From an optimization exercise on the open Yosys and OpenROAD flow, aimed at small area, a short achievable clock period and few clock cycles per item; shortcuts taken in it are not production practice.
At most, simulation tests tie the RTL to the original design; equivalence was not proved.
The RTL of runs 4 and 5 was laid out without a check of its function. The clock port is modelled as an ideal driver; clocking choices that lean on that would not hold on a real chip.

<file path="design.v">
module grad_stream (
    input  wire       clk,
    input  wire       rst,
    input  wire       in_valid,
    output wire       in_ready,
    input  wire       in_sof,
    input  wire [6:0] in_width,
    input  wire [1:0] in_preset,
    input  wire [7:0] in_pix,
    output reg        out_valid,
    input  wire       out_ready,
    output reg  [7:0] out_mag
);
    localparam QD = 6;      
    reg       rdy;
    reg       acc_r;
    reg       sof_r;
    reg [6:0] w_r;
    reg [1:0] pre_r;
    reg [7:0] pix_r;
    assign in_ready = rdy;
    always @(posedge clk) begin
        acc_r <= in_valid && rdy && !rst;
        sof_r <= in_sof;
        w_r   <= in_width;
        pre_r <= in_preset;
        pix_r <= in_pix;
    end
    reg [6:0] x;           
    reg [1:0] y;           
    reg [6:0] wm1;         
    reg       eo;          
    reg       sb;          
    reg [5:0] seg;         
    wire last     = !sof_r && (x == wm1);
    wire interior = !sof_r && (y == 2'd2) && (x >= 7'd2);
    wire [6:0] vlen  = w_r - 7'd3;
    wire       use30 = (vlen >= 7'd30);
    wire [6:0] vrest = use30 ? vlen - 7'd30 : vlen;
    always @(posedge clk) begin
        if (acc_r) begin
            if (sof_r) begin
                wm1 <= w_r - 7'd1;
                eo  <= (pre_r != 2'd3);
                sb  <= (pre_r != 2'd2) && (pre_r != 2'd3);
                seg <= {use30, vrest[4:0]};
                x   <= 7'd1;
                y   <= 2'd0;
            end else if (last) begin
                x <= 7'd0;
                if (y != 2'd2) y <= y + 2'd1;
            end else
                x <= x + 7'd1;
        end
    end
    reg [8*1-1:0]  a1,  b1;
    reg [8*2-1:0]  a2,  b2;
    reg [8*4-1:0]  a4,  b4;
    reg [8*8-1:0]  a8,  b8;
    reg [8*16-1:0] a16, b16;
    reg [8*30-1:0] a30, b30;
    reg [7:0]      ah,  bh;      
    reg [8*2-1:0]  af,  bf;      
    wire [7:0] ain  = pix_r;
    wire [7:0] a1o  = seg[0] ? a1[7:0]     : ah;
    wire [7:0] a2o  = seg[1] ? a2[15:8]    : a1o;
    wire [7:0] a4o  = seg[2] ? a4[31:24]   : a2o;
    wire [7:0] a8o  = seg[3] ? a8[63:56]   : a4o;
    wire [7:0] a16o = seg[4] ? a16[127:120] : a8o;
    wire [7:0] a30o = seg[5] ? a30[239:232] : a16o;
    wire [7:0] bin  = af[15:8];
    wire [7:0] b1o  = seg[0] ? b1[7:0]     : bh;
    wire [7:0] b2o  = seg[1] ? b2[15:8]    : b1o;
    wire [7:0] b4o  = seg[2] ? b4[31:24]   : b2o;
    wire [7:0] b8o  = seg[3] ? b8[63:56]   : b4o;
    wire [7:0] b16o = seg[4] ? b16[127:120] : b8o;
    wire [7:0] b30o = seg[5] ? b30[239:232] : b16o;
    always @(posedge clk) begin
        if (acc_r) begin
            ah  <= ain;
            a1  <= ah;
            a2  <= {a2[7:0], a1o};
            a4  <= {a4[23:0], a2o};
            a8  <= {a8[55:0], a4o};
            a16 <= {a16[119:0], a8o};
            a30 <= {a30[231:0], a16o};
            af  <= {af[7:0], a30o};
            bh  <= bin;
            b1  <= bh;
            b2  <= {b2[7:0], b1o};
            b4  <= {b4[23:0], b2o};
            b8  <= {b8[55:0], b4o};
            b16 <= {b16[119:0], b8o};
            b30 <= {b30[231:0], b16o};
            bf  <= {bf[7:0], b30o};
        end
    end
    wire [7:0] cp = pix_r;
    wire [7:0] ct = af[15:8];
    wire [7:0] cu = bf[15:8];
    wire [9:0]        col_v = (eo ? {2'b0, cu} + {2'b0, cp} : 10'd0)
                            + (sb ? {1'b0, ct, 1'b0} : {2'b0, ct});
    wire signed [8:0] cps = {1'b0, cp};
    wire signed [8:0] cus = {1'b0, cu};
    wire signed [8:0] col_d = cps - cus;
    reg [9:0]        va, vb;
    reg signed [8:0] da, db;
    always @(posedge clk) begin
        if (acc_r) begin
            va <= col_v; vb <= va;
            da <= col_d; db <= da;
        end
    end
    wire signed [11:0] vcs = {2'b0, col_v};
    wire signed [11:0] vbs = {2'b0, vb};
    wire signed [11:0] sx_c = vcs - vbs;
    wire signed [11:0] sy_c = (eo ? db + col_d : 12'sd0) + (sb ? 2 * da : da);
    reg               pv1;
    reg signed [11:0] sx1, sy1;
    always @(posedge clk) begin
        sx1 <= sx_c;
        sy1 <= sy_c;
    end
    wire       nx = sx1[11], ny = sy1[11];
    wire [7:0] mx = sx1[7:0] ^ {8{nx}};
    wire [7:0] my = sy1[7:0] ^ {8{ny}};
    wire bigx = nx ? !((sx1[10:8] == 3'h7) && (sx1[7:0] != 8'd0)) : (sx1[10:8] != 3'h0);
    wire bigy = ny ? !((sy1[10:8] == 3'h7) && (sy1[7:0] != 8'd0)) : (sy1[10:8] != 3'h0);
    wire sqw1 = (mx[0] & mx[5]) ^ (mx[1] & mx[4]);
    wire sqw2 = (mx[0] & mx[5]) & (mx[1] & mx[4]);
    wire sqw3 = (mx[0] & mx[7]) ^ (mx[1] & mx[6]) ^ (mx[2] & mx[5]);
    wire sqw4 = ((mx[0] & mx[7]) & (mx[1] & mx[6])) | ((mx[0] & mx[7]) & (mx[2] & mx[5])) | ((mx[1] & mx[6]) & (mx[2] & mx[5]));
    wire sqw5 = (mx[3] & mx[4]) ^ mx[4];
    wire sqw6 = (mx[3] & mx[4]) & mx[4];
    wire sqw7 = (mx[0] & mx[3]) ^ (mx[1] & mx[2]) ^ mx[2];
    wire sqw8 = ((mx[0] & mx[3]) & (mx[1] & mx[2])) | ((mx[0] & mx[3]) & mx[2]) | ((mx[1] & mx[2]) & mx[2]);
    wire sqw9 = (mx[0] & mx[4]) ^ (mx[1] & mx[3]);
    wire sqw10 = (mx[0] & mx[4]) & (mx[1] & mx[3]);
    wire sqw11 = (mx[2] & mx[3]) ^ mx[3] ^ (nx & mx[5]);
    wire sqw12 = ((mx[2] & mx[3]) & mx[3]) | ((mx[2] & mx[3]) & (nx & mx[5])) | (mx[3] & (nx & mx[5]));
    wire sqw13 = (my[0] & my[5]) ^ (my[1] & my[4]) ^ (my[2] & my[3]);
    wire sqw14 = ((my[0] & my[5]) & (my[1] & my[4])) | ((my[0] & my[5]) & (my[2] & my[3])) | ((my[1] & my[4]) & (my[2] & my[3]));
    wire sqw15 = (mx[0] & mx[6]) ^ (mx[1] & mx[5]) ^ (mx[2] & mx[4]);
    wire sqw16 = ((mx[0] & mx[6]) & (mx[1] & mx[5])) | ((mx[0] & mx[6]) & (mx[2] & mx[4])) | ((mx[1] & mx[5]) & (mx[2] & mx[4]));
    wire sqw17 = (nx & mx[6]) ^ (my[0] & my[6]) ^ (my[1] & my[5]);
    wire sqw18 = ((nx & mx[6]) & (my[0] & my[6])) | ((nx & mx[6]) & (my[1] & my[5])) | ((my[0] & my[6]) & (my[1] & my[5]));
    wire sqw19 = (my[2] & my[4]) ^ (ny & my[6]);
    wire sqw20 = (my[2] & my[4]) & (ny & my[6]);
    wire sqw21 = (nx & mx[7]) ^ (my[0] & my[7]) ^ (my[1] & my[6]);
    wire sqw22 = ((nx & mx[7]) & (my[0] & my[7])) | ((nx & mx[7]) & (my[1] & my[6])) | ((my[0] & my[7]) & (my[1] & my[6]));
    wire sqw23 = (my[2] & my[5]) ^ (my[3] & my[4]) ^ my[4];
    wire sqw24 = ((my[2] & my[5]) & (my[3] & my[4])) | ((my[2] & my[5]) & my[4]) | ((my[3] & my[4]) & my[4]);
    wire sqw25 = (ny & my[7]) ^ sqw3 ^ sqw5;
    wire sqw26 = ((ny & my[7]) & sqw3) | ((ny & my[7]) & sqw5) | (sqw3 & sqw5);
    wire sqw27 = (mx[1] & mx[7]) ^ (mx[2] & mx[6]) ^ (mx[3] & mx[5]);
    wire sqw28 = ((mx[1] & mx[7]) & (mx[2] & mx[6])) | ((mx[1] & mx[7]) & (mx[3] & mx[5])) | ((mx[2] & mx[6]) & (mx[3] & mx[5]));
    wire sqw29 = (my[1] & my[7]) ^ (my[2] & my[6]) ^ (my[3] & my[5]);
    wire sqw30 = ((my[1] & my[7]) & (my[2] & my[6])) | ((my[1] & my[7]) & (my[3] & my[5])) | ((my[2] & my[6]) & (my[3] & my[5]));
    wire sqw31 = sqw4 ^ sqw6;
    wire sqw32 = sqw4 & sqw6;
    wire sqw33 = (mx[2] & mx[7]) ^ (mx[3] & mx[6]) ^ (mx[4] & mx[5]);
    wire sqw34 = ((mx[2] & mx[7]) & (mx[3] & mx[6])) | ((mx[2] & mx[7]) & (mx[4] & mx[5])) | ((mx[3] & mx[6]) & (mx[4] & mx[5]));
    wire sqw35 = mx[5] ^ (my[2] & my[7]) ^ (my[3] & my[6]);
    wire sqw36 = (mx[5] & (my[2] & my[7])) | (mx[5] & (my[3] & my[6])) | ((my[2] & my[7]) & (my[3] & my[6]));
    wire sqw37 = (my[4] & my[5]) ^ my[5];
    wire sqw38 = (my[4] & my[5]) & my[5];
    wire sqw39 = (mx[3] & mx[7]) ^ (mx[4] & mx[6]);
    wire sqw40 = (mx[3] & mx[7]) & (mx[4] & mx[6]);
    wire sqw41 = (mx[4] & mx[7]) ^ (mx[5] & mx[6]);
    wire sqw42 = (mx[4] & mx[7]) & (mx[5] & mx[6]);
    wire sqw43 = (mx[0] & mx[1]) ^ mx[1] ^ (nx & mx[1]);
    wire sqw44 = ((mx[0] & mx[1]) & mx[1]) | ((mx[0] & mx[1]) & (nx & mx[1])) | (mx[1] & (nx & mx[1]));
    wire sqw45 = (mx[0] & mx[2]) ^ (nx & mx[2]);
    wire sqw46 = (mx[0] & mx[2]) & (nx & mx[2]);
    wire sqw47 = (nx & mx[3]) ^ (my[0] & my[3]) ^ (my[1] & my[2]);
    wire sqw48 = ((nx & mx[3]) & (my[0] & my[3])) | ((nx & mx[3]) & (my[1] & my[2])) | ((my[0] & my[3]) & (my[1] & my[2]));
    wire sqw49 = my[2] ^ (ny & my[3]);
    wire sqw50 = my[2] & (ny & my[3]);
    wire sqw51 = (nx & mx[4]) ^ (my[0] & my[4]) ^ (my[1] & my[3]);
    wire sqw52 = ((nx & mx[4]) & (my[0] & my[4])) | ((nx & mx[4]) & (my[1] & my[3])) | ((my[0] & my[4]) & (my[1] & my[3]));
    wire sqw53 = (ny & my[4]) ^ sqw8 ^ sqw9;
    wire sqw54 = ((ny & my[4]) & sqw8) | ((ny & my[4]) & sqw9) | (sqw8 & sqw9);
    wire sqw55 = my[3] ^ (ny & my[5]) ^ sqw1;
    wire sqw56 = (my[3] & (ny & my[5])) | (my[3] & sqw1) | ((ny & my[5]) & sqw1);
    wire sqw57 = sqw10 ^ sqw11 ^ sqw13;
    wire sqw58 = (sqw10 & sqw11) | (sqw10 & sqw13) | (sqw11 & sqw13);
    wire sqw59 = sqw2 ^ sqw12 ^ sqw14;
    wire sqw60 = (sqw2 & sqw12) | (sqw2 & sqw14) | (sqw12 & sqw14);
    wire sqw61 = sqw15 ^ sqw17 ^ sqw19;
    wire sqw62 = (sqw15 & sqw17) | (sqw15 & sqw19) | (sqw17 & sqw19);
    wire sqw63 = sqw16 ^ sqw18 ^ sqw20;
    wire sqw64 = (sqw16 & sqw18) | (sqw16 & sqw20) | (sqw18 & sqw20);
    wire sqw65 = sqw21 ^ sqw23 ^ sqw25;
    wire sqw66 = (sqw21 & sqw23) | (sqw21 & sqw25) | (sqw23 & sqw25);
    wire sqw67 = sqw22 ^ sqw24 ^ sqw26;
    wire sqw68 = (sqw22 & sqw24) | (sqw22 & sqw26) | (sqw24 & sqw26);
    wire sqw69 = sqw27 ^ sqw29 ^ sqw31;
    wire sqw70 = (sqw27 & sqw29) | (sqw27 & sqw31) | (sqw29 & sqw31);
    wire sqw71 = sqw28 ^ sqw30 ^ sqw32;
    wire sqw72 = (sqw28 & sqw30) | (sqw28 & sqw32) | (sqw30 & sqw32);
    wire sqw73 = sqw33 ^ sqw35 ^ sqw37;
    wire sqw74 = (sqw33 & sqw35) | (sqw33 & sqw37) | (sqw35 & sqw37);
    wire sqw75 = (my[3] & my[7]) ^ (my[4] & my[6]) ^ sqw34;
    wire sqw76 = ((my[3] & my[7]) & (my[4] & my[6])) | ((my[3] & my[7]) & sqw34) | ((my[4] & my[6]) & sqw34);
    wire sqw77 = sqw36 ^ sqw38 ^ sqw39;
    wire sqw78 = (sqw36 & sqw38) | (sqw36 & sqw39) | (sqw38 & sqw39);
    wire sqw79 = mx[6] ^ (my[4] & my[7]) ^ (my[5] & my[6]);
    wire sqw80 = (mx[6] & (my[4] & my[7])) | (mx[6] & (my[5] & my[6])) | ((my[4] & my[7]) & (my[5] & my[6]));
    wire sqw81 = my[6] ^ sqw40 ^ sqw41;
    wire sqw82 = (my[6] & sqw40) | (my[6] & sqw41) | (sqw40 & sqw41);
    wire sqw83 = (mx[5] & mx[7]) ^ (my[5] & my[7]);
    wire sqw84 = (mx[5] & mx[7]) & (my[5] & my[7]);
    wire sqw85 = (mx[6] & mx[7]) ^ mx[7];
    wire sqw86 = (mx[6] & mx[7]) & mx[7];
    wire sqw87 = mx[0] ^ nx;
    wire sqw88 = mx[0] & nx;
    wire sqw89 = (my[0] & my[1]) ^ my[1];
    wire sqw90 = (my[0] & my[1]) & my[1];
    wire sqw91 = (my[0] & my[2]) ^ (ny & my[2]) ^ sqw44;
    wire sqw92 = ((my[0] & my[2]) & (ny & my[2])) | ((my[0] & my[2]) & sqw44) | ((ny & my[2]) & sqw44);
    wire sqw93 = sqw7 ^ sqw46 ^ sqw47;
    wire sqw94 = (sqw7 & sqw46) | (sqw7 & sqw47) | (sqw46 & sqw47);
    wire sqw95 = sqw48 ^ sqw50 ^ sqw51;
    wire sqw96 = (sqw48 & sqw50) | (sqw48 & sqw51) | (sqw50 & sqw51);
    wire sqw97 = sqw52 ^ sqw54 ^ sqw55;
    wire sqw98 = (sqw52 & sqw54) | (sqw52 & sqw55) | (sqw54 & sqw55);
    wire sqw99 = sqw56 ^ sqw58 ^ sqw59;
    wire sqw100 = (sqw56 & sqw58) | (sqw56 & sqw59) | (sqw58 & sqw59);
    wire sqw101 = sqw60 ^ sqw62 ^ sqw63;
    wire sqw102 = (sqw60 & sqw62) | (sqw60 & sqw63) | (sqw62 & sqw63);
    wire sqw103 = sqw64 ^ sqw66 ^ sqw67;
    wire sqw104 = (sqw64 & sqw66) | (sqw64 & sqw67) | (sqw66 & sqw67);
    wire sqw105 = sqw68 ^ sqw70 ^ sqw71;
    wire sqw106 = (sqw68 & sqw70) | (sqw68 & sqw71) | (sqw70 & sqw71);
    wire sqw107 = sqw72 ^ sqw74 ^ sqw75;
    wire sqw108 = (sqw72 & sqw74) | (sqw72 & sqw75) | (sqw74 & sqw75);
    wire sqw109 = sqw76 ^ sqw78 ^ sqw79;
    wire sqw110 = (sqw76 & sqw78) | (sqw76 & sqw79) | (sqw78 & sqw79);
    wire sqw111 = sqw42 ^ sqw80 ^ sqw82;
    wire sqw112 = (sqw42 & sqw80) | (sqw42 & sqw82) | (sqw80 & sqw82);
    wire sqw113 = (my[6] & my[7]) ^ my[7] ^ sqw84;
    wire sqw114 = ((my[6] & my[7]) & my[7]) | ((my[6] & my[7]) & sqw84) | (my[7] & sqw84);
    wire sqw115 = my[0] ^ ny;
    wire sqw116 = my[0] & ny;
    wire sqw117 = (nx & mx[0]) ^ (ny & my[0]) ^ sqw88;
    wire sqw118 = ((nx & mx[0]) & (ny & my[0])) | ((nx & mx[0]) & sqw88) | ((ny & my[0]) & sqw88);
    wire sqw119 = (ny & my[1]) ^ sqw43 ^ sqw89;
    wire sqw120 = ((ny & my[1]) & sqw43) | ((ny & my[1]) & sqw89) | (sqw43 & sqw89);
    wire sqw121 = sqw45 ^ sqw90 ^ sqw91;
    wire sqw122 = (sqw45 & sqw90) | (sqw45 & sqw91) | (sqw90 & sqw91);
    wire sqw123 = sqw49 ^ sqw92 ^ sqw93;
    wire sqw124 = (sqw49 & sqw92) | (sqw49 & sqw93) | (sqw92 & sqw93);
    wire sqw125 = sqw53 ^ sqw94 ^ sqw95;
    wire sqw126 = (sqw53 & sqw94) | (sqw53 & sqw95) | (sqw94 & sqw95);
    wire sqw127 = sqw57 ^ sqw96 ^ sqw97;
    wire sqw128 = (sqw57 & sqw96) | (sqw57 & sqw97) | (sqw96 & sqw97);
    wire sqw129 = sqw61 ^ sqw98 ^ sqw99;
    wire sqw130 = (sqw61 & sqw98) | (sqw61 & sqw99) | (sqw98 & sqw99);
    wire sqw131 = sqw65 ^ sqw100 ^ sqw101;
    wire sqw132 = (sqw65 & sqw100) | (sqw65 & sqw101) | (sqw100 & sqw101);
    wire sqw133 = sqw69 ^ sqw102 ^ sqw103;
    wire sqw134 = (sqw69 & sqw102) | (sqw69 & sqw103) | (sqw102 & sqw103);
    wire sqw135 = sqw73 ^ sqw104 ^ sqw105;
    wire sqw136 = (sqw73 & sqw104) | (sqw73 & sqw105) | (sqw104 & sqw105);
    wire sqw137 = sqw77 ^ sqw106 ^ sqw107;
    wire sqw138 = (sqw77 & sqw106) | (sqw77 & sqw107) | (sqw106 & sqw107);
    wire sqw139 = sqw81 ^ sqw108 ^ sqw109;
    wire sqw140 = (sqw81 & sqw108) | (sqw81 & sqw109) | (sqw108 & sqw109);
    wire sqw141 = sqw83 ^ sqw110 ^ sqw111;
    wire sqw142 = (sqw83 & sqw110) | (sqw83 & sqw111) | (sqw110 & sqw111);
    wire sqw143 = sqw85 ^ sqw112 ^ sqw113;
    wire sqw144 = (sqw85 & sqw112) | (sqw85 & sqw113) | (sqw112 & sqw113);
    wire sqw145 = sqw86 ^ sqw114;
    wire sqw146 = sqw86 & sqw114;
    wire [16:0] sq_ra = {sqw146, sqw144, sqw142, sqw140, sqw138, sqw136, sqw134, sqw132, sqw130, sqw128, sqw126, sqw124, sqw122, sqw120, sqw118, sqw116, sqw87};
    wire [16:0] sq_rb = {1'b0, sqw145, sqw143, sqw141, sqw139, sqw137, sqw135, sqw133, sqw131, sqw129, sqw127, sqw125, sqw123, sqw121, sqw119, sqw117, sqw115};
    wire [16:0] sq_c = sq_ra + sq_rb;
    reg        pv2, sat2;
    reg [16:0] sq2;
    always @(posedge clk) begin
        sq2  <= sq_c;
        sat2 <= bigx || bigy;
    end
    wire [8:0] rem_w  [0:8];
    wire [7:0] root_w [0:8];
    reg        pv3, sat3;
    reg [4:0]  root3;
    reg [5:0]  rem3;
    reg [5:0]  low3;
    reg        pv4;
    reg [7:0]  mag4;
    assign rem_w[0]  = 9'd0;
    assign root_w[0] = 8'd0;
    genvar n;
    generate for (n = 0; n < 8; n = n + 1) begin : it
        wire [8:0] rin;
        wire [7:0] qin;
        wire [1:0] bb;
        if (n == 5) begin : cut3
            assign rin = {3'd0, rem3};
            assign qin = {3'd0, root3};
        end else begin : nocut
            assign rin = rem_w[n];
            assign qin = root_w[n];
        end
        if (n < 5) begin : b2
            assign bb = sq2[2*(7-n) +: 2];
        end else begin : b3
            assign bb = low3[2*(7-n) +: 2];
        end
        wire [n+2:0] r  = {rin[n:0], bb};
        wire [n+2:0] t  = {1'b0, qin[n:0], 2'b01};
        wire [n+3:0] d  = {1'b0, r} - {1'b0, t};
        wire         ok = !d[n+3];
        wire [n+1:0] nr = ok ? d[n+1:0] : r[n+1:0];
        assign rem_w[n+1]  = {{(8-n){1'b0}}, nr};
        assign root_w[n+1] = {qin[6:0], ok};
    end endgenerate
    always @(posedge clk) begin
        sat3  <= sat2 || sq2[16];
        root3 <= root_w[5][4:0];
        rem3  <= rem_w[5][5:0];
        low3  <= sq2[5:0];
        mag4  <= sat3 ? 8'd255 : root_w[8];
    end
    reg [7:0] q [0:QD-1];
    reg [2:0] wp, rp;
    reg [3:0] qn;           
    reg [3:0] nout;         
    wire qe    = (qn == 4'd0);
    wire ofree = !out_valid || out_ready;
    wire push  = pv4 && !(ofree && qe);       
    always @(posedge clk) begin
        if (pv4) q[wp] <= mag4;
        if (ofree && (!qe || pv4)) out_mag <= qe ? mag4 : q[rp];
    end
    wire [3:0] nb  = nout - {3'd0, acc_r && !interior};
    wire [3:0] nbp = nb + 4'd1;
    wire [3:0] nbm = nb - 4'd1;
    wire       inc = in_valid && rdy;
    wire       dec = out_valid && out_ready;
    wire [3:0] nnext = inc ? (dec ? nb : nbp) : (dec ? nbm : nb);
    wire       rnext = inc ? (dec ? (nb <= QD) : (nbp <= QD)) : (dec ? (nbm <= QD) : (nb <= QD));
    wire [3:0] qn_free = qe ? 4'd0 : qn - 4'd1 + {3'd0, pv4};
    wire [3:0] qn_hold = qn + {3'd0, pv4};
    always @(posedge clk) begin
        if (rst) begin
            pv1 <= 1'b0; pv2 <= 1'b0; pv3 <= 1'b0; pv4 <= 1'b0;
            wp <= 3'd0; rp <= 3'd0; qn <= 4'd0;
            out_valid <= 1'b0;
            nout <= 4'd0;
            rdy <= 1'b1;
        end else begin
            pv1 <= acc_r && interior;
            pv2 <= pv1;
            pv3 <= pv2;
            pv4 <= pv3;
            if (push)  wp <= (wp == QD - 1) ? 3'd0 : wp + 3'd1;
            if (ofree && !qe) rp <= (rp == QD - 1) ? 3'd0 : rp + 3'd1;
            qn <= ofree ? qn_free : qn_hold;
            out_valid <= ofree ? (!qe || pv4) : 1'b1;
            nout <= nnext;
            rdy  <= rnext;
        end
    end
endmodule
</file>
<file path="flow/run.sh">
#!/bin/bash
# Layout: the standard flow (standard.sh), with these changes to how the
# layout is made:
#  - the port buffers are sky130_fd_sc_hd__buf_2 (buffer_ports otherwise
#    picks a slow delay cell); every port still gets its buffer;
#  - repair_timing is asked for a large setup margin, so that it sizes the
#    paths towards a short period instead of stopping at the 30 ns clock;
#    the clock, its period and the I/O constraints are the standard flow's, unchanged.
# standard.sh's output is kept in standard.log and the tools' own logs are
# copied to flow_logs/.
set -uo pipefail
export BUFFER_PORTS_ARGS="-buffer_cell sky130_fd_sc_hd__buf_2"
export SETUP_SLACK_MARGIN=22.5
bash standard.sh > standard.log 2>&1
st=$?
cp -r orfs/logs flow_logs 2>/dev/null || true
exit $st
</file>
<file path="standard.sh">
#!/bin/bash
# synth_recipe.tcl (not shown) runs the flow's synth.tcl, then flattens the netlist and writes it again
# the make line also repeats each setting of config.mk as NAME=value (left out here)
make -C /OpenROAD-flow-scripts/flow DESIGN_CONFIG=/design/flow/config.mk WORK_HOME=/design/flow/orfs CLKGATE_MAP_FILE= SYNTH_SCRIPT=/design/flow/synth_recipe.tcl "${@:-finish}"
</file>
<file path="config.mk">
export PLATFORM = sky130hd
export DESIGN_NAME = grad_stream
export DESIGN_NICKNAME = grad_stream
export VERILOG_FILES = /design/flow/design.v
export SDC_FILE = /design/flow/constraint.sdc
export NUM_CORES = 4
export LEC_CHECK = 0
export CAP_MARGIN = 20
export CORE_MARGIN = 2
export CORE_UTILIZATION = 40
export SLEW_MARGIN = 20
</file>
<file path="constraint.sdc">
create_clock -name core_clock -period 30.0 [get_ports {clk}]
set_input_delay 6.0000 -clock core_clock [delete_from_list [all_inputs] [get_ports {clk}]]
set_output_delay 6.0000 -clock core_clock [all_outputs]
set_load 0.01 [all_outputs]
</file>
==> notes.md, run 1 <==
async set-reset flop share out of synthesis 0; CP Cell Sequence buf_2; slew at the pin with the worst max-slew slack about 1.1 ns; cts bufs inserted 121; WL/cell approximately 16 um; register area around 36000 um2; drt first pass iters 5; PortBufs 31; Mapped Cells 2542; CORE AREA 115000 um2; Clock Skew approximately 0.065 ns; io pins 32; Final setup viols 0; DR vias/cell ~4.7; CP peak stage delay around 0.4 ns; syn nets 2768; RSZ-0062 raised after global routing no; CP arrival ~1.3 ns; Slew headroom 0.264; top_reg_cell synth edfxtp_1; Placer Congestion between 0.7 and 0.8; CP Capture Type output port; root buffer cell clkbuf_16; gr usage total 0.118; number of post-CTS setup repair buffers 0; vias in the first global route between 20000 and 25000; kind of critical path flop to output port; Final Cycle Share 0.242; H-tree depth 3; fin. max-slew vios 0; Detail Placement HPWL just over 40000 um; status timing/DRC/antenna clean; CP required about 24 ns; Syn. warnings 1; synthesized area 46400 um2; die area 119000 um2; DRT antenna net count 0; CTS tree built; first-pass GRT wire length between 100000 and 150000 um; layout cells sized above 1 0.155; clock buffer depth 3; GRT Residual Overflow 0; R2R setup slack about 24 ns; nets between 2000 and 3000; vias 20200; number of synthesized register bits roughly 1300; Avg Cell Area, Syn 18.2 um2; Hold Fails Final Rpt 0; Area Growth Syn to Fin 14.1%; number of flops mapped to enable cells by yosys between 1000 and 1500; antenna violations before repair 1; Ant. Diodes 0; Multi-input gate area 9050 um2; CTS resizes 0; Initial Utilization 0.404; critical path launch point type flop; Clk Latency, worst-skew pair 0.73 ns; fin util 0.461; Critical Path Fanout Max 6; Die X about 340 um; Cell variety after synth 68; sequential element share of the synthesized area 0.786; fmax about 140 MHz; clock sink total 1250; Fin Setup TNS 0 ns; Crit-path slowest cell dfxtp_1; # Max-Cap Violations 0; row count about 120; CP top delay family flip-flops; largest net degree at the start of global routing approximately 220; clk slew on worst S/H paths roughly 0.060 ns; Crit path buffers/inverters 1; hold crit path type flop to flop; fillers about 9500; cts hold-fix bufs 0; DR DRC count 0; initial drt markers approximately 1500; height of the die around 340 um; Final Critical Period ~7.3 ns; Worst Hold Slack around 0.33 ns; Routed WL about 69000 um
[cell usage after synthesis (all sizes together) (13+ instances only)]
library cell	n	area, um2
inv	212	796
mux2	119	1520
o21ai	64	320
ha	147	1840
mux2i	15	150
xor2	26	228
a21oi	74	382
nand3	21	105
fa	57	1140
nor3	27	135
dfxtp	109	2180
nor4	14	87.6
nand2b	23	144
xnor2	72	631
nor2	129	484
clkbuf	23	86.3
o21bai	13	97.6
nor2b	27	171
or2	32	200
edfxtp	1141	34300
a21o	16	120
nand2	57	221
[stage by stage]
step | area (um2) | instances | worst slack [ns]
final | 52900 | 4306 | 22.75
after global placement | 48500 | 4073 | 22.81
after floorplan | 46400 | 2542 | 20.82
after global routing | 52900 | 4306 | 22.65
after detailed placement | 48600 | 4074 | 22.70
after CTS | 52900 | 4305 | 22.67
[sequential cells by signal (all words and copies together) (netlist names), 17 cells and up, named ones only]
signal and count:
q 48, a30 240, a4 32, b30 240, b4 32, b16 128, a16 128, b8 64
sq2 17, a8 64
[placed cells by master (no fill, tap or decap), types with 12 or more instances in the layout]
cell	netlist	final
a21o_1	16	16
a21oi_1	73	73
buf_2	4	31
buf_4	1	17
bufinv_16	0	17
clkbuf_16	0	124
clkinv_1	0	18
clkinv_2	0	18
clkinvlp_4	0	13
dfxtp_1	109	108
edfxtp_1	1141	1141
fa_1	57	57
ha_1	147	142
inv_1	212	210
mux2_2	72	72
mux2_4	47	47
mux2i_1	15	15
nand2_1	56	56
nand2b_1	23	23
nand3_1	21	20
nor2_1	129	129
nor2b_1	26	26
nor3_1	27	27
nor4_1	14	12
o21ai_0	62	61
o21bai_1	13	13
or2_2	32	32
xnor2_1	72	72
xor2_1	26	25
[per-layer routing]
layer | up-vias | global-route usage | part of all wire
met5 | - | 0 | 0
met4 | 0 | 0.0433 | 0.028
met3 | 140 | 0.0209 | 0.032
met2 | 279 | 0.178 | 0.45
met1 | 10100 | 0.171 | 0.49
li1 | 9712 | - | -
[worst paths after layout]
check                                     startpoint              end  cells past startpoint
worst max register to register       sx1[10]$_DFF_P_  sq2[15]$_DFF_P_                     17
worst max-delay path            out_valid$_SDFF_PP0_        out_valid                      1
worst min register to register        sq2[1]$_DFF_P_  low3[1]$_DFF_P_                      0
worst min-delay path                  sq2[1]$_DFF_P_  low3[1]$_DFF_P_                      0
[cells by family (layout without fill, tap and decap cells)]
| kind of cell | Yosys count | after routing | synth area share |
|---|---|---|---|
| XOR/XNOR | 98 | 98 | 0.0185 |
| AND/OR/NAND/NOR | 368 | 368 | 0.0391 |
| multiplexers | 142 | 142 | 0.0398 |
| buffers and inverters | 245 | 497 | 0.0205 |
| flip-flops | 1250 | 1250 | 0.786 |
| AO/OA/AOI/OAI | 235 | 235 | 0.0318 |
| adder cells (fa/ha/maj) | 204 | 204 | 0.0643 |
[cell type report]
cell class / count / share of cell area
tap: 1512 / 0.0358
clock buffer: 142 / 0.0613
clock inverter: 89 / 0.0202
inverter: 212 / 0.0151
sequential: 1250 / 0.689
multi-input combinational: 1047 / 0.171
timing repair buffer: 54 / 0.00757
Testbench counts, summed over its fixed seeds: cycles 48,046, items 48,000.
==> run 2: changes to the inputs <==
--- a/flow/run.sh
+++ b/flow/run.sh
@@ -12,4 +12,5 @@
 export BUFFER_PORTS_ARGS="-buffer_cell sky130_fd_sc_hd__buf_2"
 export SETUP_SLACK_MARGIN=22.5
+export CTS_ARGS="-sink_clustering_enable -repair_clock_nets -sink_clustering_size 30 -sink_clustering_max_diameter 120 -dont_use_dummy_load -buf_list {sky130_fd_sc_hd__clkbuf_8 sky130_fd_sc_hd__clkbuf_16}"
 bash standard.sh > standard.log 2>&1
 st=$?
--- a/config.mk
+++ b/config.mk
@@ -6,4 +6,5 @@
 export NUM_CORES = 4
 export LEC_CHECK = 0
+export ABC_AREA = 1
 export CAP_MARGIN = 20
 export CORE_MARGIN = 2
==> notes.md, run 2 <==
Synth area leader edfxtp_1; status timing/DRC/antenna clean; layout cells sized above 1 0.0593; io pins 32; number of flops mapped to enable cells by yosys 1141; Reg2Reg Depth 19; biggest regs a30: 240 flops, b30: 240 flops; Crit path buffers/inverters 1; most common cell in the netlist edfxtp_1; Critical Path Fanout Max 1; Final Cycle Share 0.238; GRT Residual Overflow 0; uppermost layer routed met4; die area around 120000 um2; clk slew on worst S/H paths 0.11 ns; hold crit path type flop to flop; number of synthesized register bits between 1000 and 1500; Die X between 300 and 400 um; root buffer cell clkbuf_16; Mapped Cells roughly 2900; sequential element share of the synthesized area 0.789; fin. max-slew vios 0; Cell variety after synth 57; most common cell after layout, fill and taps aside edfxtp_1; CP Capture Type output port; drt first pass iters 5; Avg Cell Area, Syn approximately 16 um2; Clk Latency, worst-skew pair roughly 0.64 ns; cts bufs inserted 48; CORE AREA about 110000 um2; dominant cells by area after synthesis edfxtp_1 74%, dfxtp_1 4.7%, ha_1 4.0%; CP arrival around 1.1 ns; nets 3163; most frequent cells in the layout 1141 x edfxtp_1, 358 x nand2_1, 318 x inv_1; first-pass GRT wire length between 100000 and 150000 um; initial drt markers 1718; Area Growth Syn to Fin 7.20%; Crit-path slowest cell edfxtp_1; # Max-Cap Violations 0; WL/cell ~16 um; fin util 0.433; Syn. warnings 1; CTS tree built; commonest cells in the netlist 1141 x edfxtp_1, 360 x nand2_1, 320 x inv_1, 191 x nor2_1, 147 x ha_1; slew at the pin with the worst max-slew slack about 1.1 ns; metal3 WL ~2400 um; Placer Congestion between 0.8 and 0.9; kind of critical path flop to output port; Ant. Diodes 0; Fin Setup TNS 0 ns; DR vias/cell roughly 4.7; DRT antenna net count 0; CP Cell Sequence buf_2; critical path launch point type flop; largest net degree at the start of global routing between 200 and 250; Slew headroom 0.261; CP required 24.00 ns; row count 124; RSZ-0062 raised after global routing no; vias between 20000 and 25000; clock sink total ~1300; syn nets 3094; DR DRC count 0; Detail Placement HPWL 43700 um; H-tree depth 2; Synth top area share 0.742; gr usage total 0.117; Clock Skew about 0.078 ns; CP top delay family flip-flops; Hold Fails Final Rpt 0; clock buffer depth 3; met1 wire length around 35000 um; height of the die ~340 um; CTS resizes 0; number of post-CTS setup repair buffers 0; PortBufs 31; synthesized area 46200 um2; async set-reset flop share out of synthesis 0; top_reg_cell synth edfxtp_1; vias in the first global route roughly 20000; Initial Utilization 0.403; hold depth 0; met2 WL 30000 um; Routed WL between 60000 and 70000 um; Final setup viols 0; fmax about 140 MHz; antenna violations before repair 0; Final Critical Period roughly 7.1 ns; CP Depth 1; CP peak stage delay 0.37 ns; cts hold-fix bufs 0
-- run 2: metrics by stage --
step | hold WS [ns] | worst slack (ns) | cell area (um2) | std cells
after floorplan | 0.310 | 20.62 | 46200 | 2868
after global placement | 0.313 | 22.73 | 48300 | 4399
after detailed placement | 0.314 | 22.67 | 48300 | 4399
after CTS | 0.340 | 22.81 | 49500 | 4447
after global routing | 0.346 | 22.78 | 49500 | 4447
final | 0.336 | 22.87 | 49500 | 4447
-- run 2: cell families after synthesis --
family / synth area share
XOR/XNOR: 0.0170
multiplexers: 0.00436
AO/OA/AOI/OAI: 0.0349
AND/OR/NAND/NOR: 0.0600
flip-flops: 0.789
buffers and inverters: 0.0302
adder cells (fa/ha/maj): 0.0645
-- run 2: cell type report --
| type | count | area, um2 |
|---|---|---|
| multi-input combinational | 1253 | 8400 |
| sequential | 1250 | 36400 |
| fill | 10200 | 65000 |
| tap | 1512 | 1890 |
| timing repair buffer | 55 | 348 |
| clock buffer | 48 | 1200 |
| inverter | 329 | 1240 |
-- run 2: layer usage --
metal | track usage | vias up
met5 | 0 | -
li1 | - | 10200
met1 | 0.181 | 10200
met2 | 0.173 | 274
met4 | 0.0313 | 0
met3 | 0.0150 | 86
-- run 2: path summary, 6_finish.rpt --
check | slack [ns] | startpoint | to
setup / recovery | 22.87 | out_mag[0]$_DFFE_PP_ | out_mag[0]
hold / removal | 0.34 | sq2[3]$_DFF_P_ | low3[3]$_DFF_P_
setup reg to reg | 24.94 | sx1[10]$_DFF_P_ | sq2[14]$_DFF_P_
hold reg to reg | 0.34 | sq2[3]$_DFF_P_ | low3[3]$_DFF_P_
==> run 3: changes to the inputs <==
--- a/config.mk
+++ b/config.mk
@@ -6,5 +6,4 @@
 export NUM_CORES = 4
 export LEC_CHECK = 0
-export ABC_AREA = 1
 export CAP_MARGIN = 20
 export CORE_MARGIN = 2
==> notes.md, run 3 <==
Die X 344 um; Placer Congestion about 0.78; DR DRC count 0; synthesized area ~46000 um2; WL/cell 16.1 um; largest net degree at the start of global routing 218; cts hold-fix bufs 0; DR vias/cell between 4 and 5; Avg Cell Area, Syn around 18 um2; Crit-path slowest cell dfxtp_1; top_reg_cell synth edfxtp_1; height of the die 344 um; DRT antenna net count 0; Reg2Reg Depth 17; Fin Setup TNS 0 ns; clk slew on worst S/H paths roughly 0.11 ns; most frequent cells in the layout 1141 x edfxtp_1, 210 x inv_1, 142 x ha_1; row count 124; CP required around 24 ns; Ant. Diodes 0; CTS resizes 0; Final setup viols 0; Initial Utilization 0.404; RR Startpoint sx1[10]$_DFF_P_; CP top delay family flip-flops; CP Capture Type output port; clock sink total ~1300; Syn. warnings 1; CP arrival 1.16 ns; H-tree depth 2; kind of critical path flop to output port; R2R setup slack 24.16 ns; vias around 20000; Clock Skew around 0.11 ns; Cell variety after synth approximately 70; CTS tree built; initial drt markers roughly 1500; nets about 2800; io pins 32; number of synthesized register bits 1250; Final Cycle Share 0.239; Synth area leader edfxtp_1; fin util 0.434; die area around 120000 um2; # Max-Cap Violations 0; gr usage total 0.112; number of post-CTS setup repair buffers 0; layout cells sized above 1 0.106; dominant cells by area after synthesis edfxtp_1 74%, dfxtp_1 4.7%, ha_1 4.0%; Clk Latency, worst-skew pair around 0.7 ns; Slew headroom 0.274; CP peak stage delay between 0.4 and 0.5 ns; most common cell after layout, fill and taps aside edfxtp_1; fin. max-slew vios 0; syn nets between 2000 and 3000; clock buffer depth 3; Detail Placement HPWL roughly 40000 um; slew at the pin with the worst max-slew slack 1.09 ns; root buffer cell clkbuf_16; Routed WL between 60000 and 70000 um; Hold Fails Final Rpt 0; drt first pass iters 5; number of flops mapped to enable cells by yosys approximately 1100; Final Critical Period 7.16 ns; Area Growth Syn to Fin 7.37%; hold depth 0; sequential element share of the synthesized area 0.786; hold crit path type flop to flop; cts bufs inserted 48; CORE AREA approximately 110000 um2; Critical Path Fanout Max 6; vias in the first global route approximately 20000; critical path launch point type flop; status timing/DRC/antenna clean; fmax ~140 MHz; Crit path buffers/inverters 1; RSZ-0062 raised after global routing no; finished layout cell area roughly 50000 um2; Hold Startpoint sq2[4]$_DFF_P_; async set-reset flop share out of synthesis 0; hold worst-path end low3[4]$_DFF_P_; commonest cells in the netlist 1141 x edfxtp_1, 212 x inv_1, 147 x ha_1, 129 x nor2_1, 109 x dfxtp_1; Mapped Cells roughly 2500; biggest regs a30: 240 flops, b30: 240 flops; antenna violations before repair 1; PortBufs 31; CP Cell Sequence buf_2; Synth top area share 0.739; GRT Residual Overflow 0; DP Area about 50000 um2; first-pass GRT wire length about 110000 um; most common cell in the netlist edfxtp_1; RR Endpoint sq2[15]$_DFF_P_
[run 3: cell count changes in the layout (fill, tap and decap cells not counted), moves of 45 or more]
cell,previous run,this run
inv_1,318,210
xnor2_1,27,72
nor2_1,190,129
mux2_4,0,47
mux2_2,17,72
nand2_1,358,56
[run 3: per-layer routing]
metal | part of all wire | GRT usage
met2 | 0.45 | 0.175
met1 | 0.50 | 0.167
met3 | 0.027 | 0.0160
met4 | 0.019 | 0.0286
met5 | 0 | 0
[run 3: area by class of cell]
class	instances	area [um2]
Tap cell	1512	1890
Inverter	212	801
Clock buffer	48	1200
Timing Repair Buffer	54	400
Multi-Input combinational cell	1047	9050
Sequential cell	1250	36400
Fill cell	9823	64900
[run 3: worst max-delay path by stage]
stage | from | cells after the start | slack, ns | endpoint
finish | out_valid$_SDFF_PP0_ | 1 | 22.84 | out_valid
global route | out_valid$_SDFF_PP0_ | 1 | 22.74 | out_valid
CTS | out_valid$_SDFF_PP0_ | 1 | 22.77 | out_valid
detailed placement | out_ready | 5 | 22.70 | qn[2]$_SDFF_PP0_
global placement | out_ready | 7 | 22.81 | flop
floorplan | acc_r$_DFF_P_ | 9 | 20.82 | rdy$_SDFF_PP1_
[run 3: logic make-up (layout without fill, tap and decap cells)]
kind of cell               Yosys count  count (layout)  synth area share
AOI/OAI and AO/OA                  235             235            0.0318
xor gates and xnor gates            98              98            0.0185
adders and majority gates          204             204            0.0643
buffers and inverters              245             314            0.0205
DFF                               1250            1250             0.786
muxes                              142             142            0.0398
and+or+nand+nor                    368             368            0.0391
[run 3: stage by stage]
stage / hold slack (ns) / cells / setup WS (ns)
after floorplan: 0.310 / 2542 / 20.82
after detailed placement: 0.313 / 4074 / 22.70
after global placement: 0.314 / 4073 / 22.81
after CTS: 0.337 / 4122 / 22.77
final: 0.333 / 4123 / 22.84
after global routing: 0.347 / 4123 / 22.74
==> run 4: changes to the inputs <==
--- a/design.v
+++ b/design.v
@@ -12,44 +12,40 @@
     output reg  [7:0] out_mag
 );
-    localparam QD = 6;      
+    localparam QD = 5;      
     reg       rdy;
     reg       acc_r;
     reg       sof_r;
-    reg [6:0] w_r;
-    reg [1:0] pre_r;
     reg [7:0] pix_r;
+    reg [6:0] wreg;        
+    reg [1:0] preg;        
     assign in_ready = rdy;
     always @(posedge clk) begin
         acc_r <= in_valid && rdy && !rst;
         sof_r <= in_sof;
-        w_r   <= in_width;
-        pre_r <= in_preset;
         pix_r <= in_pix;
+        if (in_valid && rdy && in_sof) begin
+            wreg <= in_width;
+            preg <= in_preset;
+        end
     end
-    reg [6:0] x;           
+    reg [6:0] xn;          
     reg [1:0] y;           
-    reg [6:0] wm1;         
-    reg       eo;          
-    reg       sb;          
-    reg [5:0] seg;         
-    wire last     = !sof_r && (x == wm1);
-    wire interior = !sof_r && (y == 2'd2) && (x >= 7'd2);
-    wire [6:0] vlen  = w_r - 7'd3;
-    wire       use30 = (vlen >= 7'd30);
-    wire [6:0] vrest = use30 ? vlen - 7'd30 : vlen;
+    wire eo = (preg != 2'd3);                     
+    wire sb = (preg != 2'd2) && (preg != 2'd3);   
+    wire last     = !sof_r && (xn == wreg);
+    wire interior = !sof_r && (y == 2'd2) && (xn >= 7'd3);
+    wire       use30 = (wreg >= 7'd33);
+    wire [6:0] vrest = wreg - (use30 ? 7'd33 : 7'd3);
+    wire [5:0] seg   = {use30, vrest[4:0]};
     always @(posedge clk) begin
         if (acc_r) begin
             if (sof_r) begin
-                wm1 <= w_r - 7'd1;
-                eo  <= (pre_r != 2'd3);
-                sb  <= (pre_r != 2'd2) && (pre_r != 2'd3);
-                seg <= {use30, vrest[4:0]};
-                x   <= 7'd1;
-                y   <= 2'd0;
+                xn <= 7'd2;
+                y  <= 2'd0;
             end else if (last) begin
-                x <= 7'd0;
+                xn <= 7'd1;
                 if (y != 2'd2) y <= y + 2'd1;
             end else
-                x <= x + 7'd1;
+                xn <= xn + 7'd1;
         end
     end
@@ -288,6 +284,4 @@
     reg [5:0]  rem3;
     reg [5:0]  low3;
-    reg        pv4;
-    reg [7:0]  mag4;
     assign rem_w[0]  = 9'd0;
     assign root_w[0] = 8'd0;
@@ -322,5 +316,4 @@
         rem3  <= rem_w[5][5:0];
         low3  <= sq2[5:0];
-        mag4  <= sat3 ? 8'd255 : root_w[8];
     end
     reg [7:0] q [0:QD-1];
@@ -330,8 +323,9 @@
     wire qe    = (qn == 4'd0);
     wire ofree = !out_valid || out_ready;
-    wire push  = pv4 && !(ofree && qe);       
+    wire push  = pv3 && !(ofree && qe);       
+    wire [7:0] mag_c = sat3 ? 8'd255 : root_w[8];
     always @(posedge clk) begin
-        if (pv4) q[wp] <= mag4;
-        if (ofree && (!qe || pv4)) out_mag <= qe ? mag4 : q[rp];
+        if (pv3) q[wp] <= mag_c;
+        if (ofree && (!qe || pv3)) out_mag <= qe ? mag_c : q[rp];
     end
     wire [3:0] nb  = nout - {3'd0, acc_r && !interior};
@@ -342,9 +336,9 @@
     wire [3:0] nnext = inc ? (dec ? nb : nbp) : (dec ? nbm : nb);
     wire       rnext = inc ? (dec ? (nb <= QD) : (nbp <= QD)) : (dec ? (nbm <= QD) : (nb <= QD));
-    wire [3:0] qn_free = qe ? 4'd0 : qn - 4'd1 + {3'd0, pv4};
-    wire [3:0] qn_hold = qn + {3'd0, pv4};
+    wire [3:0] qn_free = qe ? 4'd0 : qn - 4'd1 + {3'd0, pv3};
+    wire [3:0] qn_hold = qn + {3'd0, pv3};
     always @(posedge clk) begin
         if (rst) begin
-            pv1 <= 1'b0; pv2 <= 1'b0; pv3 <= 1'b0; pv4 <= 1'b0;
+            pv1 <= 1'b0; pv2 <= 1'b0; pv3 <= 1'b0;
             wp <= 3'd0; rp <= 3'd0; qn <= 4'd0;
             out_valid <= 1'b0;
@@ -355,9 +349,8 @@
             pv2 <= pv1;
             pv3 <= pv2;
-            pv4 <= pv3;
             if (push)  wp <= (wp == QD - 1) ? 3'd0 : wp + 3'd1;
             if (ofree && !qe) rp <= (rp == QD - 1) ? 3'd0 : rp + 3'd1;
             qn <= ofree ? qn_free : qn_hold;
-            out_valid <= ofree ? (!qe || pv4) : 1'b1;
+            out_valid <= ofree ? (!qe || pv3) : 1'b1;
             nout <= nnext;
             rdy  <= rnext;
--- a/config.mk
+++ b/config.mk
@@ -6,6 +6,7 @@
 export NUM_CORES = 4
 export LEC_CHECK = 0
+export ABC_AREA = 1
 export CAP_MARGIN = 20
 export CORE_MARGIN = 2
-export CORE_UTILIZATION = 40
+export CORE_UTILIZATION = 65
 export SLEW_MARGIN = 20
==> notes.md, run 4 <==
kind of critical path flop to output port; Worst Slack Setup Final approximately 23 ns; Synth top area share 0.750; hold crit path type flop to flop; vias ~20000; Cell variety after synth 52; sequential element share of the synthesized area 0.790; critical path launch point type flop; Placer Congestion 0.832; Slew headroom 0.321; cts hold-fix bufs 0; commonest cells in the netlist 1128 x edfxtp_1, 324 x nand2_1, 288 x inv_1, 165 x nor2_1, 148 x ha_1; fmax roughly 140 MHz; clock sink total 1219; Final Cycle Share 0.239; Area Growth Syn to Fin 5.71%; gr usage total 0.190; most common cell after layout, fill and taps aside edfxtp_1; cts bufs inserted 46; nets 3027; fillers 4558; Critical Path Fanout Max 1; Detail Placement HPWL around 43000 um; height of the die around 270 um; fin util 0.695; CP Capture Type output port; Initial Utilization 0.657; DR DRC count 0; Clock Skew 0.0498 ns; H-tree depth 2; Clk Latency, worst-skew pair ~0.62 ns; status timing/DRC/antenna clean; GRT Residual Overflow 0; vias in the first global route about 20000; fin. max-slew vios 0; clock buffer depth 3; Die X 268 um; finished layout cell area ~48000 um2; CP Cell Sequence buf_2; CORE AREA 68700 um2; Mapped Cells between 2000 and 3000; CP peak stage delay 0.39 ns; WL/cell roughly 18 um; CP arrival around 1.2 ns; Routed WL 67300 um; CP required about 24 ns; CTS tree built; dpl ws about 23 ns; number of flops mapped to enable cells by yosys approximately 1100; io pins 32; CP top delay family flip-flops; row count 96; first-pass GRT wire length approximately 110000 um; Final setup viols 0; die area between 70000 and 80000 um2; Hold Fails Final Rpt 0; root buffer cell clkbuf_16; layout cells sized above 1 0.0640; PortBufs 31; fin cells about 3700; Worst Hold Slack roughly 0.29 ns; dominant cells by area after synthesis edfxtp_1 75%, ha_1 4.1%, dfxtp_1 4.0%; synthesized area ~45000 um2; Fin Setup TNS 0 ns; CTS resizes 0; number of synthesized register bits 1219; most frequent cells in the layout 1128 x edfxtp_1, 323 x nand2_1, 286 x inv_1; # Max-Cap Violations 0; Synth area leader edfxtp_1; DP Area approximately 47000 um2; antenna violations before repair 1; Crit-path slowest cell edfxtp_1; DR vias/cell between 5 and 6; syn nets about 3000; RSZ-0062 raised after global routing no; Placed Instances between 3000 and 4000; top_reg_cell synth edfxtp_1; most common cell in the netlist edfxtp_1; number of post-CTS setup repair buffers 0; Final Critical Period approximately 7 ns; DRT antenna net count 0; largest net degree at the start of global routing 97; initial drt markers between 1500 and 2000; Syn. warnings 1; async set-reset flop share out of synthesis 0; slew at the pin with the worst max-slew slack 1.02 ns; Crit path buffers/inverters 1; Ant. Diodes 0; biggest regs a30: 240 flops, b30: 240 flops; Avg Cell Area, Syn approximately 17 um2; clk slew on worst S/H paths 0.11 ns; drt first pass iters 5
## run 4: layout make-up
type                       instances  area (um2)  area share
sequential                      1219       35700       0.748
multi-input combinational       1181        8280       0.173
tap                              931        1160      0.0244
clock buffer                      46        1150      0.0241
inverter                         298        1120      0.0235
timing repair buffer              53         333     0.00697
## run 4: path summary, 6_finish.rpt
| path | start | end | slack [ns] | depth (start not counted) |
|---|---|---|---|---|
| max | out_mag[4]$_DFFE_PP_ | out_mag[4] | 22.84 | 1 |
| min | sq2[4]$_DFF_P_ | low3[4]$_DFF_P_ | 0.29 | 0 |
| max reg2reg | sx1[10]$_DFF_P_ | sq2[14]$_DFF_P_ | 24.79 | 19 |
| min reg2reg | sq2[4]$_DFF_P_ | low3[4]$_DFF_P_ | 0.29 | 0 |
## run 4: per-layer routing
metal	share of wire	global-route usage	wire [um]	up-vias
li1	-	-	-	9796
met1	0.48	0.293	32500	10300
met2	0.46	0.299	31200	306
met3	0.035	0.0245	2380	73
met4	0.017	0.0408	1150	0
met5	0	0	0	-
## run 4: cell families after synthesis
| group | share of synthesized area |
|---|---|
| adders and majority gates | 0.0667 |
| and+or+nand+nor | 0.0532 |
| DFF | 0.790 |
| xor gates and xnor gates | 0.0151 |
| buffers and inverters | 0.0278 |
| muxes | 0.0147 |
| AOI/OAI and AO/OA | 0.0323 |
==> run 5: changes to the inputs <==
--- a/config.mk
+++ b/config.mk
@@ -9,4 +9,4 @@
 export CAP_MARGIN = 20
 export CORE_MARGIN = 2
-export CORE_UTILIZATION = 65
+export CORE_UTILIZATION = 40
 export SLEW_MARGIN = 20
==> notes.md, run 5 <==
slew at the pin with the worst max-slew slack approximately 1.1 ns; Avg Cell Area, Syn around 17 um2; clk slew on worst S/H paths roughly 0.090 ns; commonest cells in the netlist 1128 x edfxtp_1, 324 x nand2_1, 288 x inv_1, 165 x nor2_1, 148 x ha_1; RR Startpoint sx1[10]$_DFF_P_; async set-reset flop share out of synthesis 0; fmax about 140 MHz; dpl ws roughly 22 ns; PortBufs 31; most common cell after layout, fill and taps aside edfxtp_1; Hold Startpoint sq2[4]$_DFF_P_; number of post-CTS setup repair buffers 0; Mapped Cells 2724; hold crit path type flop to flop; number of flops mapped to enable cells by yosys between 1000 and 1500; cts bufs inserted about 50; sequential element share of the synthesized area 0.790; CP top delay family flip-flops; Syn. warnings 1; # Max-Cap Violations 0; io pins 32; gr usage total 0.119; drt first pass iters 7; Synth area leader edfxtp_1; vias in the first global route 20300; Hold Fails Final Rpt 0; syn nets 2952; RR Endpoint sq2[14]$_DFF_P_; Final setup viols 0; root buffer cell clkbuf_16; cts hold-fix bufs 0; RSZ-0062 raised after global routing no; status timing/DRC/antenna clean; Crit-path slowest cell dfxtp_1; critical path launch point type flop; CP Depth 1; dominant cells by area after synthesis edfxtp_1 75%, ha_1 4.1%, dfxtp_1 4.0%; GRT Residual Overflow 0; CTS resizes 0; Worst Slack Setup Final about 23 ns; synthesized area between 40000 and 50000 um2; CP required roughly 24 ns; Fin Setup TNS 0 ns; CTS tree built; clock sink total around 1200; first-pass GRT wire length 111000 um; crit path from rdy$_SDFF_PP1_; Initial Utilization 0.403; CP peak stage delay approximately 0.42 ns; Detail Placement HPWL between 40000 and 50000 um; most common cell in the netlist edfxtp_1; Area Growth Syn to Fin 7.43%; CP Cell Sequence buf_2; fin util 0.433; clock buffer depth 3; Final Critical Period a little over 7 ns; R2R setup slack roughly 25 ns; die area 116000 um2; Clk Latency, worst-skew pair 0.66 ns; CP Capture Type output port; vias slightly above 20000; initial drt markers about 1600; number of synthesized register bits around 1200; CP arrival around 1.2 ns; Critical Path Fanout Max 2; DRT antenna net count 0; Synth top area share 0.750; Cell variety after synth 52; most frequent cells in the layout 1128 x edfxtp_1, 323 x nand2_1, 286 x inv_1; DR DRC count 0; fin. max-slew vios 0; nets 3029; Worst Hold Slack 0.335 ns; Placer Congestion 0.817; Crit path buffers/inverters 1; Slew headroom 0.297; antenna violations before repair 1; largest net degree at the start of global routing 98; top_reg_cell synth edfxtp_1; biggest regs a30: 240 flops, b30: 240 flops; H-tree depth 2; WL/cell ~16 um; Routed WL 68800 um; Final Cycle Share 0.240; layout cells sized above 1 0.0647; Reg2Reg Depth 19; height of the die around 340 um; row count roughly 120; Clock Skew ~0.078 ns; Die X 340 um; DR vias/cell 4.72; CORE AREA around 110000 um2; kind of critical path flop to output port; crit path to in_ready
[run 5: layout make-up]
| type | instances | area (um2) |
|---|---|---|
| Fill cell | 9724 | 63700 |
| Sequential cell | 1219 | 35700 |
| Multi-Input combinational cell | 1181 | 8280 |
| Tap cell | 1500 | 1880 |
| Clock buffer | 49 | 1230 |
| Inverter | 298 | 1120 |
| Timing Repair Buffer | 52 | 318 |
| Antenna cell | 1 | 2.50 |
[run 5: cells by family (layout without fill, tap and decap cells)]
family,count (synthesis),after routing,share of synthesized area
AO/OA/AOI/OAI,259,259,0.0323
XOR/XNOR,76,76,0.0151
flip-flops,1219,1219,0.790
multiplexers,49,49,0.0147
buffers and inverters,324,399,0.0278
adder cells (fa/ha/maj),206,206,0.0667
AND/OR/NAND/NOR,591,591,0.0532
other,0,1,0
[run 5: worst min path at each step]
stage                      endpoint  slack (ns)  cells after the start
global route        low3[4]$_DFF_P_        0.34                      0
detailed placement  low3[3]$_DFF_P_        0.31                      0
floorplan           low3[0]$_DFF_P_        0.31                      0
finish              low3[4]$_DFF_P_        0.33                      0
global placement    low3[1]$_DFF_P_        0.32                      0
CTS                 low3[3]$_DFF_P_        0.34                      0
[run 5: per-layer routing]
layer | wire length, um | share of wire | vias up | global-route usage
li1 | - | - | 9805 | -
met1 | 34500 | 0.50 | 10100 | 0.179
met2 | 30900 | 0.45 | 269 | 0.184
met3 | 1980 | 0.029 | 90 | 0.0149
met4 | 1480 | 0.021 | 0 | 0.0324
met5 | 0 | 0 | - | 0
[run 5: stage by stage]
| stage | cells | area [um2] |
|---|---|---|
| 2_1_floorplan | 2724 | 45200 |
| 3_3_place_gp | 4249 | 47300 |
| 3_5_place_dp | 4250 | 47300 |
| 4_1_cts | 4299 | 48500 |
| 5_1_grt | 4299 | 48500 |
| 6_report | 4300 | 48500 |
==> run 6: changes to the inputs <==
--- a/design.v
+++ b/design.v
@@ -113,14 +113,14 @@
     wire signed [11:0] sy_c = (eo ? db + col_d : 12'sd0) + (sb ? 2 * da : da);
     reg               pv1;
-    reg signed [11:0] sx1, sy1;
+    reg signed [10:0] sx1, sy1;     
     always @(posedge clk) begin
-        sx1 <= sx_c;
-        sy1 <= sy_c;
+        sx1 <= sx_c[10:0];
+        sy1 <= sy_c[10:0];
     end
-    wire       nx = sx1[11], ny = sy1[11];
+    wire       nx = sx1[10], ny = sy1[10];
     wire [7:0] mx = sx1[7:0] ^ {8{nx}};
     wire [7:0] my = sy1[7:0] ^ {8{ny}};
-    wire bigx = nx ? !((sx1[10:8] == 3'h7) && (sx1[7:0] != 8'd0)) : (sx1[10:8] != 3'h0);
-    wire bigy = ny ? !((sy1[10:8] == 3'h7) && (sy1[7:0] != 8'd0)) : (sy1[10:8] != 3'h0);
+    wire bigx = nx ? !((sx1[9:8] == 2'h3) && (sx1[7:0] != 8'd0)) : (sx1[9:8] != 2'h0);
+    wire bigy = ny ? !((sy1[9:8] == 2'h3) && (sy1[7:0] != 8'd0)) : (sy1[9:8] != 2'h0);
     wire sqw1 = (mx[0] & mx[5]) ^ (mx[1] & mx[4]);
     wire sqw2 = (mx[0] & mx[5]) & (mx[1] & mx[4]);
--- a/flow/run.sh
+++ b/flow/run.sh
@@ -11,5 +11,5 @@
 set -uo pipefail
 export BUFFER_PORTS_ARGS="-buffer_cell sky130_fd_sc_hd__buf_2"
-export SETUP_SLACK_MARGIN=22.5
+# no setup margin
 export CTS_ARGS="-sink_clustering_enable -repair_clock_nets -sink_clustering_size 30 -sink_clustering_max_diameter 120 -dont_use_dummy_load -buf_list {sky130_fd_sc_hd__clkbuf_8 sky130_fd_sc_hd__clkbuf_16}"
 bash standard.sh > standard.log 2>&1
--- a/config.mk
+++ b/config.mk
@@ -9,4 +9,4 @@
 export CAP_MARGIN = 20
 export CORE_MARGIN = 2
-export CORE_UTILIZATION = 40
+export CORE_UTILIZATION = 65
 export SLEW_MARGIN = 20
==> notes.md, run 6 <==
status timing/DRC/antenna clean; R2R setup slack 24.59 ns; Clk Latency, worst-skew pair around 0.63 ns; clk slew on worst S/H paths between 0.1 and 0.15 ns; io pins 32; most frequent cells in the layout 1128 x edfxtp_1, 301 x nand2_1, 299 x inv_1; sequential element share of the synthesized area 0.790; Ant. Diodes 0; cts hold-fix bufs 0; RSZ-0062 raised after global routing no; drt first pass iters 5; Syn. warnings 1; CP Cell Sequence buf_2; syn nets 2948; top_reg_cell synth edfxtp_1; PortBufs 31; DR DRC count 0; critical path launch point type flop; Die X ~270 um; Placer Congestion 0.810; fmax roughly 140 MHz; vias 20200; cts bufs inserted 46; Synth top area share 0.750; kind of critical path flop to output port; hold depth 0; Critical Path Fanout Max 2; Crit-path slowest cell dfxtp_1; Fin Setup TNS 0 ns; nets around 3000; Crit path buffers/inverters 1; root buffer cell clkbuf_16; Final Critical Period roughly 7 ns; async set-reset flop share out of synthesis 0; Final setup viols 0; first-pass GRT wire length 105000 um; Cell variety after synth between 50 and 60; CORE AREA a little under 70000 um2; row count between 90 and 100; largest net degree at the start of global routing approximately 210; Hold Startpoint sq2[4]$_DFF_P_; DRT antenna net count 0; Avg Cell Area, Syn approximately 17 um2; RR Endpoint sq2[16]$_DFF_P_; hold crit path type flop to flop; dominant cells by area after synthesis edfxtp_1 75%, ha_1 4.1%, dfxtp_1 4.0%; CP required 24.00 ns; hold worst-path end low3[4]$_DFF_P_; Worst Hold Slack between 0.3 and 0.4 ns; RR Startpoint sx1[10]$_DFF_P_; gr usage total 0.190; CP Capture Type output port; Detail Placement HPWL around 43000 um; Final Cycle Share 0.238; Initial Utilization 0.658; DP Area 46600 um2; fin. max-slew vios 0; most common cell in the netlist edfxtp_1; Mapped Cells ~2700; Area Growth Syn to Fin 5.69%; CP peak stage delay 0.40 ns; Clock Skew 0.0675 ns; H-tree depth 2; antenna violations before repair 3; synthesized area between 40000 and 50000 um2; Synth area leader edfxtp_1; GRT Residual Overflow 0; layout cells sized above 1 0.0649; initial drt markers roughly 1700; die area 71600 um2; CP top delay family flip-flops; Slew headroom 0.307; biggest regs a30: 240 flops, b30: 240 flops; Routed WL between 60000 and 70000 um; CTS resizes 0; WL/cell between 15 and 20 um; commonest cells in the netlist 1128 x edfxtp_1, 301 x nand2_1, 299 x inv_1, 162 x nor2_1, 148 x ha_1; height of the die roughly 270 um; vias in the first global route between 15000 and 20000; number of flops mapped to enable cells by yosys 1128; number of synthesized register bits between 1000 and 1500; clock buffer depth 3; CTS tree built; DR vias/cell between 5 and 6; finished layout cell area between 40000 and 50000 um2; Reg2Reg Depth 22; CP arrival ~1.1 ns; most common cell after layout, fill and taps aside edfxtp_1; # Max-Cap Violations 0; fillers roughly 4500; clock sink total 1218; Hold Fails Final Rpt 0; number of post-CTS setup repair buffers 0; slew at the pin with the worst max-slew slack between 1 and 1.5 ns
==> run 6: cell types whose count changed after synthesis, moves of 6 or more <==
| cell | before | now |
|---|---|---|
| xnor2_1 | 17 | 23 |
| a21oi_1 | 100 | 94 |
| inv_1 | 288 | 299 |
| nand2_2 | 2 | 8 |
| nand2_1 | 324 | 301 |
| o21ai_0 | 73 | 84 |
| o21ai_1 | 11 | 4 |
==> run 6: worst max path at each step <==
| stage | startpoint | end | slack (ns) | cells after the start |
|---|---|---|---|---|
| after floorplan | acc_r$_DFF_P_ | rdy$_SDFF_PP1_ | 3.87 | 14 |
| after global placement | in_valid | preg[0]$_DFFE_PP_ | 22.38 | 3 |
| after detailed placement | in_valid | preg[0]$_DFFE_PP_ | 22.26 | 3 |
| after CTS | out_mag[1]$_DFFE_PP_ | out_mag[1] | 22.81 | 1 |
| after global routing | rdy$_SDFF_PP1_ | in_ready | 22.80 | 1 |
| final | rdy$_SDFF_PP1_ | in_ready | 22.86 | 1 |
==> run 6: per-layer routing <==
metal | global-route usage | up-vias | share of wire
met3 | 0.0215 | 77 | 0.036
li1 | - | 9776 | -
met5 | 0 | - | 0
met1 | 0.294 | 10000 | 0.48
met4 | 0.0477 | 0 | 0.022
met2 | 0.295 | 312 | 0.46
==> run 6: cell families after synthesis <==
| logic type | share of synthesized area |
|---|---|
| AND/OR/NAND/NOR | 0.0528 |
| multiplexers | 0.0147 |
| adder cells (fa/ha/maj) | 0.0667 |
| XOR/XNOR | 0.0155 |
| AO/OA/AOI/OAI | 0.0326 |
| buffers and inverters | 0.0282 |
| flip-flops | 0.790 |
==> run 6: through the flow <==
stage	std cells	worst slack, ns	utilization
after global routing	3721	22.80	0.695
after detailed placement	3674	22.26	0.678
final	3721	22.86	0.695
after floorplan	2720	3.87	-
after global placement	3674	22.38	0.678
after CTS	3720	22.81	0.694
==> run 6: final cells by class <==
cell class	count	area [um2]	area share
Tap cell	931	1160	0.0244
Sequential cell	1218	35700	0.747
Inverter	307	1150	0.0241
Clock buffer	46	1150	0.0241
Multi-Input combinational cell	1169	8270	0.173
Timing Repair Buffer	50	338	0.00707
Testbench counts of run 6, summed over its fixed seeds: cycles 48,038, items 48,000.

==> port drivers added, routing unchanged <==
In the flow no input, the clock included, has a driving cell. The finished layouts below were timed again as built, in two steps. Step 1, drivers: a clkbuf_16 drives clk and a buf_2 each remaining input, both assumed. Step 2 also shifts input and output timing later by t, the mid clock arrival at the registers, as if the neighbouring blocks saw the same clock. Three values: ideal, step 1, step 2; two values: the first two.
run	t, ns	slack for setup (ns)	worst setup path at the end	worst slew at a driven data input, ns	pins driven straight from the clock port
run 1	0.760	22.749 / 22.682 / 22.629	input to register	0.03	1
run 2	0.669	22.873 / 22.808 / 22.651	input to register	0.03	1
run 3	0.691	22.841 / 22.773 / 22.579	input to register	0.03	1
run 4	0.659	22.842 / 22.779 / 22.738	input to register	0.04	1
run 5	0.676	22.794 / 22.727 / 22.415	input to register	0.03	1
run 6	0.659	22.862 / 22.798 / 22.612	input to register	0.05	1
After both steps every run listed still meets setup and hold. For run 5, which loses most, drivers alone change the setup slack by -0.067 ns; drivers and shift together by -0.379 ns.
